What follows belongs to an exercise in optimizing a design on an open flow for small area, a short achievable clock period and few clock cycles; a production flow would make more cautious choices. Only simulation tests tie the RTL to the original design; equivalence was not proved. Power and IR drop assume default switching activity.

// rs485_frame_asm
module rs485_frame_asm (
    input  wire         clk,
    input  wire         rst,
    input  wire [255:0] addr_map,
    input  wire         in_valid,
    input  wire [7:0]   in_data,
    output wire         in_ready,
    output wire         out_valid,
    output wire [7:0]   out_data,
    output wire         out_last,
    input  wire         out_ready,
    output wire         idle
);
    localparam integer R  = 264;         
    localparam integer TD = 3;           
    localparam integer NT = R >> TD;
    localparam integer K  = 3;           
    localparam [8:0]   RM = 9'd263;
    function [15:0] crcstep;
        input [15:0] c;
        input [7:0]  b;
        integer i;
        reg [15:0] r;
        begin
            r = c ^ {8'h00, b};
            for (i = 0; i < 8; i = i + 1)
                r = r[0] ? ((r >> 1) ^ 16'hA001) : (r >> 1);
            crcstep = r;
        end
    endfunction
    function [8:0] inc9;
        input [8:0] x;
        inc9 = (x == RM) ? 9'd0 : x + 9'd1;
    endfunction
    function [8:0] dec9;
        input [8:0] x;
        dec9 = (x == 9'd0) ? RM : x - 9'd1;
    endfunction
    function [8:0] subm;
        input [8:0] a;
        input [8:0] b;
        reg [9:0] d;
        begin
            d = {1'b0, a} - {1'b0, b};
            subm = d[9] ? (d[8:0] + 9'd264) : d[8:0];
        end
    endfunction
    reg [8*R-1:0] ring;
    reg [8:0]     Tn;             
    reg [8:0]     Tnn;            
    reg [255:0]   addr_mask;
    reg [7:0]     ib0, ib1;       
    reg [1:0]     icnt;
    reg           in_ready_r;
    reg [8:0]     wp;             
    reg           pbv;            
    reg [7:0]     pb;
    reg           pia_r;          
    reg           pins_v;         
    reg [2:0]     pins_q;         
    reg           pdead;          
    reg [K-1:0]   ev;             
    reg [K-1:0]   enk;            
    reg [8:0]     est  [0:K-1];   
  ...
Settings: LEC_CHECK=0, ABC_AREA=1, CAP_MARGIN=20, CORE_MARGIN=2, CORE_UTILIZATION=60, CTS_CLUSTER_DIAMETER=80, CTS_CLUSTER_SIZE=24, PLACE_DENSITY=0.7, SLEW_MARGIN=20, SYNTH_MEMORY_MAX_BITS=4096; clock period 12.0 ns.
standard.sh (not shown) runs the stock make flow with config.mk's settings and CLKGATE_MAP_FILE= SYNTH_SCRIPT=/design/flow/synth_recipe.tcl, a recipe that flattens the netlist after the stock synthesis.
==> flow/flow/run.sh <==
#!/bin/bash
set -euo pipefail
bash standard.sh SETUP_SLACK_MARGIN=8.25 \
  "BUFFER_PORTS_ARGS=-buffer_cell sky130_fd_sc_hd__buf_1" \
  "CTS_ARGS=-sink_clustering_enable -repair_clock_nets -sink_clustering_size 16 -sink_clustering_max_diameter 60 -dont_use_dummy_load -buf_list sky130_fd_sc_hd__clkbuf_8" \
  finish > standard_flow.log 2>&1
The starting point finished with timing, DRC and antenna clean.
Testbench counts at the start, summed over its fixed seeds: cycles 17,045.
Change:
--- a/flow/design.v
+++ b/flow/design.v
@@ -7,21 +7,21 @@
     output wire         in_ready,
     output wire         out_valid,
     output wire [7:0]   out_data,
     output wire         out_last,
     input  wire         out_ready,
     output wire         idle
 );
     localparam integer R  = 264;         
     localparam integer TD = 3;           
     localparam integer NT = R >> TD;
-    localparam integer K  = 3;           
+    localparam integer K  = 2;           
     localparam [8:0]   RM = 9'd263;
     function [15:0] crcstep;
         input [15:0] c;
         input [7:0]  b;
         integer i;
         reg [15:0] r;
         begin
             r = c ^ {8'h00, b};
             for (i = 0; i < 8; i = i + 1)
                 r = r[0] ? ((r >> 1) ^ 16'hA001) : (r >> 1);
@@ -156,21 +156,20 @@
     wire m_wp0 = (oldest_v & (oldest == wp))  | (ov_v & (ov == wp));
     wire m_wp1 = (oldest_v & (oldest == wp1)) | (ov_v & (ov == wp1));
     reg  wl0, wl1, cons_last, sync_r;
     wire wp_live   = cons_last ? wl1 : wl0;
     wire can_write = ring_empty | (sync_r & ~wp_live);
     wire [7:0] rtap = ring[8*R-1 -: 8];    
     wire live_consume = ~resc & (icnt != 2'd0) & ~ins_v & ~trig_cond & can_write;
     wire resc_consume = resc & ~rsk & (rs == Tn) & (rs != wp) & ~ins_v;
     wire resc_skip    = resc & rsk & (rs == Tn) & (rs != wp);
     wire consume = live_consume | resc_consume;
-    wire resc_last = (resc_consume | resc_skip) & (inc9(rs) == wp);
     wire [7:0] cbyte = resc ? rtap : ib0;
     wire [8:0] cslot = resc ? rs : Tn;
     wire [8:0] prev_slot = dec9(resc ? rs : wp);
     wire       prev_isaddr = pbv & addr_mask[pb];
     reg [K-1:0] e_done, e_pass;
     always @(*) begin
         for (k = 0; k < K; k = k + 1) begin
             e_done[k] = ev[k] & lp_done[k];
             e_pass[k] = e_done[k] & lp_pass[k];
         end
@@ -262,21 +261,21 @@
     wire [7:0] obyte    = tapv[rd_st[8:TD]];
     wire       out_free = ~out_valid_r | out_ready;
     wire       rd_take  = ord_v & oal & out_free;
     wire       rd_lastb = (rd_i == 2'd3) & (rd_rem == 9'd1);
     wire [3:0] qh1 = qh + 4'd1;
     reg  [8:0] pf_st;                    
     wire [8:0] rd_st_inc = (rd_st == RM) ? 9'd0 : rd_st + 9'd1;
     wire quiet = (icnt == 2'd0) & ~resc & ~ins_v & ~emit & ~trig_cond &
                  ~q_emitted & ~ord_v & ~out_valid_r;
     wire [7:0] rtap2 = ring[8*(R-1)-1 -: 8];    
-    wire       la_resc = (resc & (rs != wp) & ~resc_last) | trig_cond;
+    wire       la_resc = (resc & (rs != wp)) | trig_cond;
     reg  [7:0] nb;
     always @(*) begin
         if (la_resc)                         nb = rtap2;
         else if (live_consume)               nb = (icnt == 2'd2) ? ib1 : in_data;
         else                                 nb = (icnt != 2'd0) ? ib0 : in_data;
     end
     reg [15:0] crc_nx [0:K-1];
     reg [K-1:0] done_nx;
     always @(*) begin
         for (k = 0; k < K; k = k + 1) begin
@@ -387,21 +386,21 @@
                 ins_v  <= 1'b1;
             end else if (sp_trunc || sp_ins) begin
                 ins_v <= 1'b0;
             end
             if (trig_cond) begin
                 resc <= 1'b1;
                 rsk  <= ov_skip;
                 pbv  <= 1'b0;
                 pins_v <= 1'b0;
             end else if (resc) begin
-                if (rs == wp || resc_last) resc <= 1'b0;
+                if (rs == wp) resc <= 1'b0;
                 if (resc_skip && rsk_i == 2'd3 && rsk_rem == 9'd1) rsk <= 1'b0;
             end
             if (!ord_v) begin
                 if (q_emitted) begin
                     ord_v <= 1'b1;
                     qh    <= qh1;
                 end
             end else if (rd_take && rd_lastb) begin
                 if (q_emitted) qh <= qh1;
                 else ord_v <= 1'b0;
Effect: The new run produced a clean layout; setup slack gets worse by 0.0083 ns; utilization hardly moves; routed wire length shrinks by 7.0%; count of clock-buffer cells in the layout shrinks by 4; die area shrinks by 4.3%; critical path depth shrinks by 1; sequential power is about the same; via count shrinks by 7.1%; cell area shrinks by 4.3%; maximum frequency stays flat; worst hold slack gets better by 0.0097 ns.
Testbench counts after the change, summed over its fixed seeds: cycles 17,581.

[afterwards: timing with drivers on the ports]
The flow's constraints put no driver on any port. The routed layouts listed below were extracted and timed again, unchanged, in two steps.
Step 1 sets driving cells, clkbuf_16 on the clock port and buf_2 on the other inputs (assumed; they add their load-dependent delay and slew).
Step 2 times the ports against the registers' clock, not the clock port: input delays grow and output delays shrink by t, the midpoint of the rising clock arrivals with the driver on.
a / b / c = no drivers / after step 1 / after step 2; a / b = the first two.
run | t, ns | slack for setup (ns) | worst hold slack (ns)
the first run | 0.917 | 8.199 / 8.128 / 7.420 | 0.263 / 0.263 / 0.263
the second run | 0.957 | 8.191 / 8.118 / 7.381 | 0.273 / 0.273 / 0.273
After both steps every run listed still meets setup and hold. The setup slack of the second run, which loses most, moves by -0.073 ns with the drivers and by -0.810 ns with both steps.
